From an optimization exercise on the open Yosys and OpenROAD flow, aimed at small area, a short achievable clock period and few clock cycles per item; shortcuts taken in it are not production practice. Function was checked by simulation only, so behaviour that the tests miss may differ from the original. Power is estimated from default activity; no workload was simulated.

## agc4_alu
module agc4_alu (
    input  wire        clk,
    input  wire        rst,       
    input  wire        start,
    input  wire [2:0]  op,
    input  wire [15:0] a_in,      
    input  wire [15:0] k_in,      
    output wire        ready,
    output reg         done,
    output wire [15:0] res_a,
    output wire [15:0] res_lp,
    output reg  [1:0]  skip
);
==> flow/config.mk <==
export PLATFORM = sky130hd
export DESIGN_NAME = agc4_alu
export DESIGN_NICKNAME = agc4_alu
export VERILOG_FILES = /design/flow/design.v
export SDC_FILE = /design/flow/constraint.sdc
export NUM_CORES = 4
export LEC_CHECK = 0
export CAP_MARGIN = 20
export CORE_MARGIN = 2
export CORE_UTILIZATION = 40
export PLACE_DENSITY = 0.6
export SETUP_SLACK_MARGIN = 3.3
export SLEW_MARGIN = 20
==> flow/constraint.sdc <==
create_clock -name core_clock -period 7.0 [get_ports {clk}]
set_input_delay 1.4000 -clock core_clock [delete_from_list [all_inputs] [get_ports {clk}]]
set_output_delay 1.4000 -clock core_clock [all_outputs]
set_load 0.01 [all_outputs]
standard.sh (not shown) runs the stock make flow with config.mk's settings and CLKGATE_MAP_FILE= SYNTH_SCRIPT=/design/flow/synth_recipe.tcl, a recipe that flattens the netlist after the stock synthesis.
==> flow/flow/run.sh <==
#!/bin/bash
# Standard layout, with the input and output port buffers made as buf_2
# instead of the flow's default choice. Each tool's output goes to the
# ORFS logs; make's own output goes to standard.log.
set -euo pipefail
export BUFFER_PORTS_ARGS="-buffer_cell sky130_fd_sc_hd__buf_2"
bash standard.sh > standard.log 2>&1
The starting point finished clean.
Testbench counts at the start, summed over its fixed seeds: cycles 10,046, items 3,200.
Edit:
--- a/flow/config.mk
+++ b/flow/config.mk
@@ -8,6 +8,6 @@
 export CAP_MARGIN = 20
 export CORE_MARGIN = 2
-export CORE_UTILIZATION = 40
-export PLACE_DENSITY = 0.6
-export SETUP_SLACK_MARGIN = 3.3
+export CORE_UTILIZATION = 55
+export PLACE_DENSITY = 0.7
+export SETUP_SLACK_MARGIN = 2.8
 export SLEW_MARGIN = 20
Result: The changed run completed without violations. Critical path depth is lower by 3. First-iteration DRC count is lower by 8.2%. Routed wire length is lower by 12%. Utilization is higher by 10 points. Cell count is lower by 7.5%. Design area is lower by 13%. Sequential power is lower by about 2%. Via count is lower by 4.2%. Combinational power is lower by 21%. Sequential share of layout area is higher by 1.8 points.
Edit:
--- a/flow/config.mk
+++ b/flow/config.mk
@@ -8,6 +8,6 @@
 export CAP_MARGIN = 20
 export CORE_MARGIN = 2
-export CORE_UTILIZATION = 55
-export PLACE_DENSITY = 0.7
+export CORE_UTILIZATION = 70
+export PLACE_DENSITY = 0.8
 export SETUP_SLACK_MARGIN = 2.8
 export SLEW_MARGIN = 20
The changed run went through all stages and came out clean. Sequential share of layout area rises by 0.34 points. Synthesized area does not change. Power falls by 2.3%. Register-to-register slack gets worse by 40 ps. Global-route usage rises by 7.7 points. Hold slack gets better by 23 ps. Setup slack gets worse by 110 ps. Clock power falls by about 35%. Non-clock buffer count falls by 1. Die area falls by about 20%. Utilization rises by 16 points.
Edit:
--- a/flow/config.mk
+++ b/flow/config.mk
@@ -8,6 +8,7 @@
 export CAP_MARGIN = 20
 export CORE_MARGIN = 2
-export CORE_UTILIZATION = 70
-export PLACE_DENSITY = 0.8
+export CORE_UTILIZATION = 40
+export PLACE_DENSITY = 0.6
 export SETUP_SLACK_MARGIN = 2.8
 export SLEW_MARGIN = 20
+export TNS_END_PERCENT = 10
The new run ran to the end with no violations.
Total power rises by 2.1%.
Synthesized cell count stays the same.
Die area rises by 72%.
Final area rises by 3.1%.
Core utilization falls by 32 points.
Synthesized area is unchanged.
Clock power rises by 38%.
Routed wire length rises by 1.7%.
Combinational power is about the same.
Clock-buffer cell count falls by 1.
Via count falls by 5.9%.


Starting RTL as in the previous note.
clock: 7.0 ns
lec_check: 0
abc_clock_period_in_ps: 3700
cap_margin: 20
core_margin: 2
core_utilization: 40
place_density: 0.6
setup_slack_margin: 3.3
slew_margin: 20
run.sh (not shown) runs the stock make flow with config.mk's settings and CLKGATE_MAP_FILE= SYNTH_SCRIPT=/design/flow/synth_recipe.tcl, a recipe that flattens the netlist after the stock synthesis.
Stock flow here: none of the scripts above is used.
Testbench counts at the start, summed over its fixed seeds: cycles 10,046, items 3,200.
==> next run, changes <==
==> flow/flow/run.sh (new file) <==
#!/bin/bash
# Standard layout, with the input and output port buffers made as buf_2
# instead of the flow's default choice. Each tool's output goes to the
# ORFS logs; make's own output goes to standard.log.
set -euo pipefail
export BUFFER_PORTS_ARGS="-buffer_cell sky130_fd_sc_hd__buf_2"
bash standard.sh > standard.log 2>&1
==> flow/standard.sh (new file) <==
#!/bin/bash
# synth_recipe.tcl (not shown) runs the flow's synth.tcl, then flattens the netlist and writes it again
# the make line also repeats each setting of config.mk as NAME=value (left out here)
make -C /OpenROAD-flow-scripts/flow DESIGN_CONFIG=/design/flow/config.mk WORK_HOME=/design/flow/orfs CLKGATE_MAP_FILE= SYNTH_SCRIPT=/design/flow/synth_recipe.tcl "${@:-finish}"
Settings changed: ABC_CLOCK_PERIOD_IN_PS 3700 to unset, CORE_UTILIZATION 40 to 55, PLACE_DENSITY 0.6 to 0.7, SETUP_SLACK_MARGIN 3.3 to 3.1.
removed: flow/run.sh
=> The new run finished clean. Routed wire length is lower by 6.3%. Synthesized cell count stays the same. Non-clock buffer count is lower by 31. Sequential share of layout area is higher by 1.4 points. Register-to-register slack improved by 20 ps. Die area is lower by about 27%. Area after synthesis does not change. Worst setup slack improved by 19 ps. Cell count is lower by about 7%.
==> next run, changes <==
==> flow/run.sh (new file) <==
#!/bin/bash
# synth_recipe.tcl (not shown) runs the flow's synth.tcl, then flattens the netlist and writes it again
# the make line also repeats each setting of config.mk as NAME=value (left out here)
make -C /OpenROAD-flow-scripts/flow DESIGN_CONFIG=/design/flow/config.mk WORK_HOME=/design/flow/orfs CLKGATE_MAP_FILE= SYNTH_SCRIPT=/design/flow/synth_recipe.tcl finish
Settings changed: CORE_UTILIZATION 55 to 40, PLACE_DENSITY 0.7 to 0.6, SETUP_SLACK_MARGIN 3.1 to 3.8.
removed: flow/flow/run.sh
removed: flow/standard.sh
The changed run completed without violations.
Count of clock-buffer cells in the layout came out higher by 1.
Synthesized cell count does not change.
Total power came out higher by about a fifth.
Combinational power came out higher by a quarter to a third.
Fmax came out higher slightly.
Worst hold slack barely changes.
Die area came out higher by well over a third.
Non-clock buffer count came out higher by 62.
Global-route usage came out lower by 5.2 points.
==> next run, changes <==
==> flow/flow/run.sh (new file) <==
#!/bin/bash
# Standard layout, with the input and output port buffers made as buf_2
# instead of the flow's default choice. Each tool's output goes to the
# ORFS logs; make's own output goes to standard.log.
set -euo pipefail
export BUFFER_PORTS_ARGS="-buffer_cell sky130_fd_sc_hd__buf_2"
bash standard.sh > standard.log 2>&1
==> flow/standard.sh (new file) <==
#!/bin/bash
# synth_recipe.tcl (not shown) runs the flow's synth.tcl, then flattens the netlist and writes it again
# the make line also repeats each setting of config.mk as NAME=value (left out here)
make -C /OpenROAD-flow-scripts/flow DESIGN_CONFIG=/design/flow/config.mk WORK_HOME=/design/flow/orfs CLKGATE_MAP_FILE= SYNTH_SCRIPT=/design/flow/synth_recipe.tcl "${@:-finish}"
Settings changed: CORE_UTILIZATION 40 to 55, CTS_BUF_LIST set to sky130_fd_sc_hd__clkbuf_8, PLACE_DENSITY 0.6 to 0.7, SETUP_SLACK_MARGIN 3.8 to 2.8.
removed: flow/run.sh
Clock-buffer cell count fell by 2. Via count decreases by 8.5%. Final cell count fell by 10%. Wire length fell by 21%.
==> next run, changes <==
==> flow/run.sh (new file) <==
#!/bin/bash
# synth_recipe.tcl (not shown) runs the flow's synth.tcl, then flattens the netlist and writes it again
# the make line also repeats each setting of config.mk as NAME=value (left out here)
make -C /OpenROAD-flow-scripts/flow DESIGN_CONFIG=/design/flow/config.mk WORK_HOME=/design/flow/orfs CLKGATE_MAP_FILE= SYNTH_SCRIPT=/design/flow/synth_recipe.tcl finish
Settings changed: CORE_UTILIZATION 55 to 40, CTS_BUF_LIST sky130_fd_sc_hd__clkbuf_8 to unset, PLACE_DENSITY 0.7 to 0.6, SETUP_SLACK_MARGIN 2.8 to 2.2.
removed: flow/flow/run.sh
removed: flow/standard.sh
What happened:
- The new run went through all stages and came out clean
- cell count is higher by 5.1%
- clock skew hardly moves
- core utilization is lower by 14 points
- wire length is higher by 11%
- area after synthesis does not change
- via count is higher by 1.5%
- worst setup slack gets worse by 500 ps
- clock-buffer cell count is higher by 1
- fmax is lower by 11%

[port drivers added, routing unchanged]
In the flow no input, the clock included, has a driving cell. The finished layouts below were timed again as built, in two steps.
Step 1 assumes that a clkbuf_16 drives the clock port and a buf_2 every other input.
Step 2 also shifts input and output timing later by t, the mid clock arrival at the registers, as if the neighbouring blocks saw the same clock.
Three values: ideal ports, drivers, drivers and shift; two values: the first two.
| run | t, ns | slack for setup (ns) | worst register clock-pin slew, ns |
|---|---|---|---|
| the first run of note 1 | 0.324 | 3.299 / 3.257 / 2.933 | 0.07 / 0.07 |
| the second run of note 1 | 0.327 | 3.049 / 3.013 / 2.773 | 0.07 / 0.07 |
| the third run of note 1 | 0.353 | 2.937 / 2.941 / 2.590 | 0.10 / 0.10 |
| the fourth run of note 1 | 0.328 | 2.978 / 2.978 / 2.699 | 0.07 / 0.07 |
| the first run of note 2 | 0.329 | 3.201 / 3.201 / 3.035 | 0.07 / 0.07 |
| the second run of note 2 | 0.333 | 3.220 / 3.190 / 2.930 | 0.07 / 0.07 |
| the third run of note 2 | 0.336 | 3.276 / 3.276 / 2.984 | 0.07 / 0.07 |
| the fourth run of note 2 | 0.345 | 3.007 / 2.978 / 2.795 | 0.10 / 0.10 |
| the fifth run of note 2 | 0.332 | 2.503 / 2.503 / 2.217 | 0.07 / 0.07 |
After both steps every run listed still meets setup and hold. The setup slack of the first run of note 1, which loses most, moves by -0.042 ns with the drivers and by -0.366 ns with both steps.
